This is an optimization exercise on Yosys and OpenROAD, whose aim is small area and a short achievable clock period, not a production implementation.
RTL that was checked went through simulation tests only; none was proved equivalent to the original.
Power is estimated from default activity; no workload was simulated.

Design pwm_block, start of the top module:
module pwm_block (
    input  wire        clk,
    input  wire        rst,
    input  wire        fast_tick,
    input  wire        slow_tick,
    input  wire        cmd_valid,
    input  wire [31:0] cmd,
    output reg         rsp_valid,
    output reg  [2:0]  rsp_err,
    output reg  [31:0] rsp_data,
    output wire [5:0]  out
);
For scale: ~860 cells after synthesis, roughly 140 flip-flops, ~79 I/O pins.
clock: 12.0 ns
lec_check: 0
abc_area: 1
cap_margin: 20
core_margin: 2
core_utilization: 40
slew_margin: 20
buffer_ports_args: -buffer_cell sky130_fd_sc_hd__buf_1
cts_args: -sink_clustering_enable -repair_clock_nets -dont_use_dummy_load -buf_list sky130_fd_sc_hd__clkbuf_8
standard.sh (not shown) runs the stock make flow with config.mk's settings and CLKGATE_MAP_FILE= SYNTH_SCRIPT=/design/flow/synth_recipe.tcl, a recipe that flattens the netlist after the stock synthesis.
==> flow/flow/run.sh <==
#!/bin/bash
# Layout flow: the standard ORFS flow (standard.sh) with these changes:
#  * synthesis is the standard synthesis script, except that ABC maps the
#    logic with the area-oriented script flow/abc.script (registers, their
#    names and cell types are untouched);
#  * ports are buffered with buf_1 cells instead of delay buffers;
#  * CTS uses the buffers in CTS_BUF_LIST without dummy loads.
# Each tool's output goes to the ORFS logs under orfs/logs and to flow_*.log here.
set -euo pipefail
W=$(pwd)
F=$W/flow

# synthesis script: synth_recipe.tcl sourcing a copy of ORFS synth.tcl whose
# abc call uses our script
sed "s#^  log_cmd abc {\*}\$abc_args#  log_cmd abc -script $F/abc.script {*}[lrange \$abc_args 2 end]#" \
    "$FLOW_HOME/scripts/synth.tcl" > "$W/my_synth.tcl"
grep -q "abc -script $F/abc.script" "$W/my_synth.tcl"
sed "s#source \$::env(SCRIPTS_DIR)/synth.tcl#source $W/my_synth.tcl#" "$W/synth_recipe.tcl" > "$W/my_synth_recipe.tcl"
grep -q "source $W/my_synth.tcl" "$W/my_synth_recipe.tcl"

cat "$F/extra.mk" >> "$W/config.mk"

sed "s#SYNTH_SCRIPT=[^ ]*synth_recipe.tcl#SYNTH_SCRIPT=$W/my_synth_recipe.tcl#" "$W/standard.sh" > "$W/my_standard.sh"
grep -q "SYNTH_SCRIPT=$W/my_synth_recipe.tcl" "$W/my_standard.sh"

bash "$W/my_standard.sh" > "$W/flow_make.log" 2>&1
==> flow/flow/abc.script <==
strash
&get -n
&dch
&nf
&put
==> flow/flow/extra.mk <==
export BUFFER_PORTS_ARGS = -buffer_cell sky130_fd_sc_hd__buf_1
export CTS_ARGS = -sink_clustering_enable -repair_clock_nets -dont_use_dummy_load -buf_list sky130_fd_sc_hd__clkbuf_8
Next try:
- SYNTH_HIERARCHICAL: unset -> 1
Power grows by 2.7%.
Hold slack barely changes.
Combinational power grows by 31%.
Final cell count grows by 7.7%.
Synthesized area grows by 7.0%.
Final area grows by 6.4%.
Clock skew shrinks by 0.012 ns.
Global-route usage grows by 1.4 points.
Sequential share of layout area shrinks by 2.1 points.
Setup slack gets worse by 0.23 ns.
No run of this note included a check of the RTL's function; only the layout flow was run.

pwm_block, a different RTL version from the one above (not shown whole).
Size: roughly 890 cells after synthesis, ~79 I/O pins, ~7400 µm² of cells after synthesis.
==> flow/config.mk <==
export PLATFORM = sky130hd
export DESIGN_NAME = pwm_block
export DESIGN_NICKNAME = pwm_block
export VERILOG_FILES = /design/flow/design.v
export SDC_FILE = /design/flow/constraint.sdc
export NUM_CORES = 4
export LEC_CHECK = 0
export ABC_AREA = 1
export CAP_MARGIN = 20
export CORE_MARGIN = 2
export CORE_UTILIZATION = 40
export SLEW_MARGIN = 20
export BUFFER_PORTS_ARGS = -buffer_cell sky130_fd_sc_hd__buf_1
export CTS_ARGS = -sink_clustering_enable -repair_clock_nets -dont_use_dummy_load -buf_list sky130_fd_sc_hd__clkbuf_8
export SETUP_SLACK_MARGIN = 7
export RECOVER_POWER = 100
==> flow/constraint.sdc <==
create_clock -name core_clock -period 12.0 [get_ports {clk}]
set_input_delay 2.4000 -clock core_clock [delete_from_list [all_inputs] [get_ports {clk}]]
set_output_delay 2.4000 -clock core_clock [all_outputs]
set_load 0.01 [all_outputs]
==> flow/flow/extra.mk <==
export BUFFER_PORTS_ARGS = -buffer_cell sky130_fd_sc_hd__buf_1
export CTS_ARGS = -sink_clustering_enable -repair_clock_nets -dont_use_dummy_load -buf_list sky130_fd_sc_hd__clkbuf_8
export SETUP_SLACK_MARGIN = 7
export RECOVER_POWER = 100
Scripts as last shown in full above: flow/flow/run.sh, flow/flow/abc.script
The first run finished with capacitance limit, slew limit left.
Next try:
==> flow/flow/extra.mk (replaced) <==
export BUFFER_PORTS_ARGS = -buffer_cell sky130_fd_sc_hd__buf_1
export CTS_ARGS = -sink_clustering_enable -repair_clock_nets -dont_use_dummy_load -buf_list sky130_fd_sc_hd__clkbuf_8
--- a/flow/config.mk
+++ b/flow/config.mk
@@ -13,4 +13,2 @@
 export BUFFER_PORTS_ARGS = -buffer_cell sky130_fd_sc_hd__buf_1
 export CTS_ARGS = -sink_clustering_enable -repair_clock_nets -dont_use_dummy_load -buf_list sky130_fd_sc_hd__clkbuf_8
-export SETUP_SLACK_MARGIN = 7
-export RECOVER_POWER = 100
This time the run finished with timing, DRC and antenna clean.
Cell count goes down by 2.7%.
Via count goes down by 1.6%.
Utilization goes down by 2.4 points.

Setup of P:
Another version of the RTL of pwm_block (not shown whole).
Size in the first run: about 140 flip-flops, ~79 I/O pins.
==> flow/design.v (excerpt) <==
module pwm_block (
    input  wire        clk,
    input  wire        rst,
    input  wire        fast_tick,
    input  wire        slow_tick,
    input  wire        cmd_valid,
    input  wire [31:0] cmd,
    output reg         rsp_valid,
    output reg  [2:0]  rsp_err,
    output reg  [31:0] rsp_data,
    output wire [5:0]  out
);
==> flow/config.mk <==
export PLATFORM = sky130hd
export DESIGN_NAME = pwm_block
export DESIGN_NICKNAME = pwm_block
export VERILOG_FILES = /design/flow/design.v
export SDC_FILE = /design/flow/constraint.sdc
export NUM_CORES = 4
export LEC_CHECK = 0
export ABC_AREA = 1
export CAP_MARGIN = 20
export CORE_MARGIN = 2
export CORE_UTILIZATION = 40
export SLEW_MARGIN = 20
export SYNTH_HIERARCHICAL = 1
export BUFFER_PORTS_ARGS = -buffer_cell sky130_fd_sc_hd__buf_1
export CTS_ARGS = -sink_clustering_enable -repair_clock_nets -dont_use_dummy_load -buf_list sky130_fd_sc_hd__clkbuf_8
export SETUP_SLACK_MARGIN = 7
==> flow/constraint.sdc <==
create_clock -name core_clock -period 12.0 [get_ports {clk}]
set_input_delay 2.4000 -clock core_clock [delete_from_list [all_inputs] [get_ports {clk}]]
set_output_delay 2.4000 -clock core_clock [all_outputs]
set_load 0.01 [all_outputs]
==> flow/flow/extra.mk <==
export BUFFER_PORTS_ARGS = -buffer_cell sky130_fd_sc_hd__buf_1
export CTS_ARGS = -sink_clustering_enable -repair_clock_nets -dont_use_dummy_load -buf_list sky130_fd_sc_hd__clkbuf_8
export SETUP_SLACK_MARGIN = 7
Scripts as last shown in full above: flow/flow/run.sh, flow/flow/abc.script
## Diff of input files: Q against P
# P
export LEC_CHECK = 0
export ABC_AREA = 1
export CAP_MARGIN = 20
export CORE_MARGIN = 2
export CORE_UTILIZATION = 40
export SLEW_MARGIN = 20
export SYNTH_HIERARCHICAL = 1
export BUFFER_PORTS_ARGS = -buffer_cell sky130_fd_sc_hd__buf_1
export CTS_ARGS = -sink_clustering_enable -repair_clock_nets -dont_use_dummy_load -buf_list sky130_fd_sc_hd__clkbuf_8
export SETUP_SLACK_MARGIN = 7
create_clock -name core_clock -period 12.0 [get_ports {clk}]
# Q
export LEC_CHECK = 0
export ABC_AREA = 1
export CAP_MARGIN = 20
export CORE_MARGIN = 2
export CORE_UTILIZATION = 40
export SLEW_MARGIN = 20
export SYNTH_HIERARCHICAL = 1
export BUFFER_PORTS_ARGS = -buffer_cell sky130_fd_sc_hd__buf_1
export CTS_ARGS = -sink_clustering_enable -repair_clock_nets -dont_use_dummy_load -buf_list sky130_fd_sc_hd__clkbuf_8
export SETUP_SLACK_MARGIN = 7.5
create_clock -name core_clock -period 12.0 [get_ports {clk}]
==> flow/flow/extra.mk <==
export BUFFER_PORTS_ARGS = -buffer_cell sky130_fd_sc_hd__buf_1
export CTS_ARGS = -sink_clustering_enable -repair_clock_nets -dont_use_dummy_load -buf_list sky130_fd_sc_hd__clkbuf_8
export SETUP_SLACK_MARGIN = 7.5
[summary]
The final layout from Q, which completed every stage, passed the timing, design-rule and antenna checks at the end of the flow. Across both runs, number of buffers and inverters on the critical path was higher for Q than for P. Taking P as the reference, in Q post-synthesis to final-layout area growth now larger; wire length of the first global-routing pass now larger.
[inputs] R vs Q
# Q
export LEC_CHECK = 0
export ABC_AREA = 1
export CAP_MARGIN = 20
export CORE_MARGIN = 2
export CORE_UTILIZATION = 40
export SLEW_MARGIN = 20
export SYNTH_HIERARCHICAL = 1
export BUFFER_PORTS_ARGS = -buffer_cell sky130_fd_sc_hd__buf_1
export CTS_ARGS = -sink_clustering_enable -repair_clock_nets -dont_use_dummy_load -buf_list sky130_fd_sc_hd__clkbuf_8
export SETUP_SLACK_MARGIN = 7.5
create_clock -name core_clock -period 12.0 [get_ports {clk}]
# R
export LEC_CHECK = 0
export ABC_AREA = 1
export CAP_MARGIN = 20
export CORE_MARGIN = 2
export CORE_UTILIZATION = 40
export SLEW_MARGIN = 20
export SYNTH_HIERARCHICAL = 1
export BUFFER_PORTS_ARGS = -buffer_cell sky130_fd_sc_hd__buf_1
export CTS_ARGS = -sink_clustering_enable -repair_clock_nets -dont_use_dummy_load -buf_list sky130_fd_sc_hd__clkbuf_8
export SETUP_SLACK_MARGIN = 6.5
create_clock -name core_clock -period 12.0 [get_ports {clk}]
==> flow/flow/extra.mk <==
export BUFFER_PORTS_ARGS = -buffer_cell sky130_fd_sc_hd__buf_1
export CTS_ARGS = -sink_clustering_enable -repair_clock_nets -dont_use_dummy_load -buf_list sky130_fd_sc_hd__clkbuf_8
export SETUP_SLACK_MARGIN = 6.5
Results
Per the final summary, R finished and its layout is clean on timing, DRC and antenna. R falls short of Q in setup slack. Summary — critical path depth, R relative to Q: lower, by 6. Sort Q and R by routability congestion estimate from global placement desc -> top: R. Q -> R: count of hold-fix buffers inserted at cts delta 0, exact match. Capture point of the worst path: out_q[2] -> R, thr_q[0] -> Q. Share of power burned in the clock network up 0.5 points in R wrt Q.
No functional check of the RTL was part of any run of this note.

-- afterwards: timing with drivers on the ports --
How much do the figures lean on ideal ports? The routed layouts below were timed once more, with nothing changed but the port constraints.
Step 1 assumes that a clkbuf_16 drives the clock port and a buf_2 every other input.
Step 2 times the ports against the registers' clock, not the clock port: input delays grow and output delays shrink by t, the midpoint of the rising clock arrivals with the driver on.
a / b / c = ideal ports / drivers / drivers and shift; a / b = the first two.
run | t, ns | setup WS [ns] | hold slack, ns | slew at the worst register clock pin (ns)
the first run of note 1 | 0.458 | 5.447 / 5.447 / 5.264 | 0.477 / 0.477 / 0.477 | 0.08 / 0.08
the second run of note 1 | 0.472 | 5.219 / 5.219 / 4.969 | 0.478 / 0.478 / 0.478 | 0.08 / 0.08
the first run of note 2 | 0.480 | 5.871 / 5.887 / 5.406 | 0.466 / 0.466 / 0.466 | 0.08 / 0.08
the second run of note 2 | 0.471 | 6.024 / 6.038 / 5.567 | 0.466 / 0.466 / 0.466 | 0.09 / 0.09
P | 0.473 | 7.079 / 7.091 / 6.618 | 0.472 / 0.472 / 0.472 | 0.08 / 0.08
Q | 0.483 | 6.976 / 6.976 / 6.494 | 0.478 / 0.478 / 0.478 | 0.09 / 0.09
R | 0.469 | 6.706 / 6.721 / 6.253 | 0.480 / 0.480 / 0.480 | 0.10 / 0.10
The setup slack of Q, which loses most, moves by 0.000 ns with the drivers and by -0.482 ns with both steps.
